Background: an optimization exercise with open tools, aiming at small area, a short achievable clock period and few clock cycles. Do not read the settings as production practice. RTL that was checked went through simulation tests only; none was proved equivalent to the original. Power figures rest on the tool's default switching activity, not on a simulated workload.

==> flow/design.v (excerpt) <==
module pdm_decim (
    input  wire        clk,
    input  wire        rst,         
    input  wire [2:0]  cfg_ratio,   
    input  wire [1:0]  cfg_nch,     
    input  wire        cfg_bord,    
    input  wire [7:0]  cfg_gain,    
    input  wire        in_valid,
    output reg         in_ready,
    input  wire [7:0]  in_data,
    output reg         out_valid,
    input  wire        out_ready,
    output reg  [15:0] out_data,
    output reg  [1:0]  out_chan
);
    function [47:0] csa;
        input [23:0] a, b, c;
        csa = {{(a[22:0] & b[22:0]) | (a[22:0] & c[22:0]) | (b[22:0] & c[22:0]), 1'b0},
               a ^ b ^ c};
    endfunction
    function [51:0] csa26;
        input [25:0] a, b, c;
        csa26 = {{(a[24:0] & b[24:0]) | (a[24:0] & c[24:0]) | (b[24:0] & c[24:0]), 1'b0},
                 a ^ b ^ c};
    endfunction
    reg [1:0] c_nch;
    reg       c_bord;
    reg [7:0] c_gain;
    always @(posedge clk) begin
        c_nch   <= cfg_nch;
        c_bord  <= cfg_bord;
        c_gain  <= cfg_gain;
    end
    reg [7:0] c_oh;
    always @(posedge clk)
        c_oh <= 8'd1 << cfg_ratio;
    wire [4:0] k_g = ({5{c_oh[0]}} & 5'd2)
        | ({5{c_oh[1]}} & 5'd3)
        | ({5{c_oh[2]}} & 5'd4)
        | ({5{c_oh[3]}} & 5'd6)
        | ({5{c_oh[4]}} & 5'd8)
        | ({5{c_oh[5]}} & 5'd10)
        | ({5{c_oh[6]}} & 5'd16)
        | ({5{c_oh[7]}} & 5'd10);    
    wire [3:0] k_gm1 = ({4{c_oh[0]}} & 4'd1)
        | ({4{c_oh[1]}} & 4'd2)
        | ({4{c_oh[2]}} & 4'd3)
  ...
Settings: LEC_CHECK=0, CAP_MARGIN=20, CORE_MARGIN=2, CORE_UTILIZATION=40, CTS_BUF_LIST=sky130_fd_sc_hd__clkbuf_4 sky130_fd_sc_hd__clkbuf_8, PLACE_DENSITY=0.6, SLEW_MARGIN=20; clock period 12.0 ns.
standard.sh (not shown) runs the stock make flow with config.mk's settings and CLKGATE_MAP_FILE= SYNTH_SCRIPT=/design/flow/synth_recipe.tcl, a recipe that flattens the netlist after the stock synthesis.
==> flow/flow/run.sh <==
#!/bin/bash
# Standard layout, with the resizer free to change a cell's footprint and a
# tighter timing-repair target (setup slack to reach at the design's period).
set -euo pipefail
bash standard.sh MATCH_CELL_FOOTPRINT=0 SETUP_SLACK_MARGIN=7 finish > standard_flow.log 2>&1
The baseline passed the timing, DRC and antenna checks.
Next try:
--- a/flow/config.mk
+++ b/flow/config.mk
@@ -10,3 +10,2 @@
 export CORE_UTILIZATION = 40
-export CTS_BUF_LIST = sky130_fd_sc_hd__clkbuf_4 sky130_fd_sc_hd__clkbuf_8
 export PLACE_DENSITY = 0.6
What happened:
- The new run ran to the end with no violations
- global-route usage decreases by 0.16 points
- worst setup slack gets better by 0.044 ns
- die area is unchanged
- wire length drops by 0.53%
- non-clock buffer count goes up by 17
- register-to-register slack gets better by 0.04 ns
Next try:
--- a/flow/config.mk
+++ b/flow/config.mk
@@ -9,4 +9,4 @@
 export CORE_MARGIN = 2
-export CORE_UTILIZATION = 40
-export PLACE_DENSITY = 0.6
+export CORE_UTILIZATION = 55
+export PLACE_DENSITY = 0.75
 export SLEW_MARGIN = 20
Effect: Design area fell by 1.9%; register-to-register slack barely changes; worst hold slack hardly moves; die area fell by 27%; sequential share of layout area rose by 0.78 points; critical path depth rose by 2; cell count fell by 8.6%; setup slack is better by 0.014 ns; clock skew fell by 0.027 ns.
No functional check of the RTL was part of any run of this note.


## run 1
Another version of the RTL of pdm_decim (not shown whole).
Size in the first run: about 5900 cells after synthesis, about 70000 um2 of cells after synthesis.
Settings: LEC_CHECK=0, CAP_MARGIN=20, CORE_MARGIN=2, CORE_UTILIZATION=55, PLACE_DENSITY=0.75, SLEW_MARGIN=20; clock period 12.0 ns.
==> flow/flow/run.sh <==
#!/bin/bash
# Standard layout, with the resizer free to change a cell's footprint and a
# tighter timing-repair target (setup slack to reach at the design's period).
set -euo pipefail
bash standard.sh MATCH_CELL_FOOTPRINT=0 SETUP_SLACK_MARGIN=7.5 finish > standard_flow.log 2>&1
Both conditions hold for run 1: the flow ran to the end and the final layout passed the timing, DRC and antenna checks.
Testbench counts of run 1, summed over its fixed seeds: cycles 21,972.
For run 2, these inputs were changed with respect to run 1:
-- flow/flow/run.sh --
<<< run 1, line 4
set -euo pipefail
bash standard.sh MATCH_CELL_FOOTPRINT=0 SETUP_SLACK_MARGIN=7.5 finish > standard_flow.log 2>&1
>>> run 2, line 4
set -euo pipefail
bash standard.sh MATCH_CELL_FOOTPRINT=0 SETUP_SLACK_MARGIN=7.75 finish > standard_flow.log 2>&1
- Delta (run 2 minus run 1): routing usage on met2 grew by 0.52 points, number of placed I/O pins saw little to no change.
- When run 2 is set beside run 1, its post-route clock period utilization turns out to be 0.24 points smaller.
- Vias: run 2 more than run 1
- There was hardly any difference in clock latency at the later pin of the worst-skew pair between run 2 and run 1.
- [run 2 vs run 1] share of post-route cells with drive strength above 1: higher in run 2
- NOTE: count of clock-buffer cells in the layout in run 2 exceeds that of run 1
- Row number of stages on the worst setup path: run 2 lower / run 1 higher
Edits applied to the flow inputs when going from run 2 to run 3:
-- flow/flow/run.sh --
<<< run 2, line 4
set -euo pipefail
bash standard.sh MATCH_CELL_FOOTPRINT=0 SETUP_SLACK_MARGIN=7.75 finish > standard_flow.log 2>&1
>>> run 3, line 4
set -euo pipefail
bash standard.sh MATCH_CELL_FOOTPRINT=0 SETUP_SLACK_MARGIN=8 finish > standard_flow.log 2>&1
Results
Buffer share of cell area up 1.0 points in run 3 wrt run 2. Run 3 did not stop at any stage, and its layout met the timing, DRC and antenna checks. Looking at sequential share of layout area, run 3 sits 1.1 points lower than run 2 does. Diff run 3..run 2 | hold buffer count at CTS | negligible.


## run a
pdm_decim, a different RTL version from the one above (not shown whole).
Size: ~5800 cells after synthesis, ~1200 flip-flops, ~46 I/O pins, about 0.071 mm2 of cells after synthesis.
==> flow/config.mk <==
export PLATFORM = sky130hd
export DESIGN_NAME = pdm_decim
export DESIGN_NICKNAME = pdm_decim
export VERILOG_FILES = /design/flow/design.v
export SDC_FILE = /design/flow/constraint.sdc
export NUM_CORES = 4
export LEC_CHECK = 0
export CAP_MARGIN = 20
export CORE_MARGIN = 2
export CORE_UTILIZATION = 55
export PLACE_DENSITY = 0.75
export SLEW_MARGIN = 20
==> flow/constraint.sdc <==
create_clock -name core_clock -period 12.0 [get_ports {clk}]
set_input_delay 2.4000 -clock core_clock [delete_from_list [all_inputs] [get_ports {clk}]]
set_output_delay 2.4000 -clock core_clock [all_outputs]
set_load 0.01 [all_outputs]
==> flow/flow/run.sh <==
#!/bin/bash
# Standard layout, with the resizer free to change a cell's footprint and a
# tighter timing-repair target (setup slack to reach at the design's period).
set -euo pipefail
bash standard.sh MATCH_CELL_FOOTPRINT=0 SETUP_SLACK_MARGIN=7.5 finish > standard_flow.log 2>&1
No stage failed in run a, and the final checks on the layout all came back clean.
For run b, these inputs were changed with respect to run a:
- CORE_UTILIZATION: 55 -> 40
- PLACE_DENSITY: 0.75 -> 0.6
==> flow/flow/run.sh <==
#!/bin/bash
# Standard layout, with the resizer free to change a cell's footprint and a
# tighter timing-repair target (setup slack to reach at the design's period).
set -euo pipefail
bash standard.sh MATCH_CELL_FOOTPRINT=0 SETUP_SLACK_MARGIN=7 finish > standard_flow.log 2>&1
[summary]
In run b, the clock share of power came out 1.4 points above the value in run a.
On count of clock-buffer cells in the layout, the lower figure sits with run a, not run b.
STATUS setup slack: run b loses against run a
Looking at global-route wire length before repair across both flows, run b is the stronger of the two, with run a trailing.
Total of buffers placed on input and output ports: run b vs run a identical
Looking at run a and run b, the sequential cell area in the final layout is a wash.
Run a -> run b: total met2 wirelength after detailed routing decreased by a few percent
Run b improves on run a in design area.
Combinational power, run b vs run a: down by more than 10%
Run a -> run b: design internal power decreased by a few percent
The core of run b is less densely filled than that of run a.
No functional check of the RTL was part of any run of this note.

==> separate check: timing with driven ports <==
Ports are ideal in the flow. The routed layouts listed here were re-timed in OpenROAD. Step 1 (the two cells are an assumption about what drives the block):
set clk [get_ports {clk}]
set_driving_cell -lib_cell sky130_fd_sc_hd__clkbuf_16 $clk
set_driving_cell -lib_cell sky130_fd_sc_hd__buf_2 [delete_from_list [all_inputs] $clk]
Step 2 moves the port delays by t, midway between the first and last clock arrival at a register: inputs arrive t later, outputs are due t later. That takes back most of the time a late clock gives input paths. a / b / c = no drivers / after step 1 / after step 2; a / b = the first two.
run	t (ns)	slack for setup (ns)	worst setup path after step 2	worst slew at a driven data input, ns	pins driven straight from the clock port
the first run of note 1	1.030	6.713 / 6.713 / 6.557	input to register	0.04	1
the second run of note 1	0.854	6.757 / 6.757 / 6.530	input to register	0.05	1
the third run of note 1	0.809	6.772 / 6.772 / 6.598	input to register	0.03	1
run 1	0.817	7.513 / 7.513 / 6.782	input to register	0.04	1
run 2	0.817	7.542 / 7.545 / 6.770	input to register	0.05	1
run 3	0.824	7.533 / 7.582 / 6.759	input to register	0.05	1
run a	0.855	7.131 / 7.131 / 6.812	input to register	0.05	1
run b	0.843	7.062 / 7.062 / 6.513	input to register	0.04	1
After both steps setup and hold are still met in every run listed. The setup slack of run 3, which loses most, moves by +0.049 ns with the drivers and by -0.774 ns with both steps.
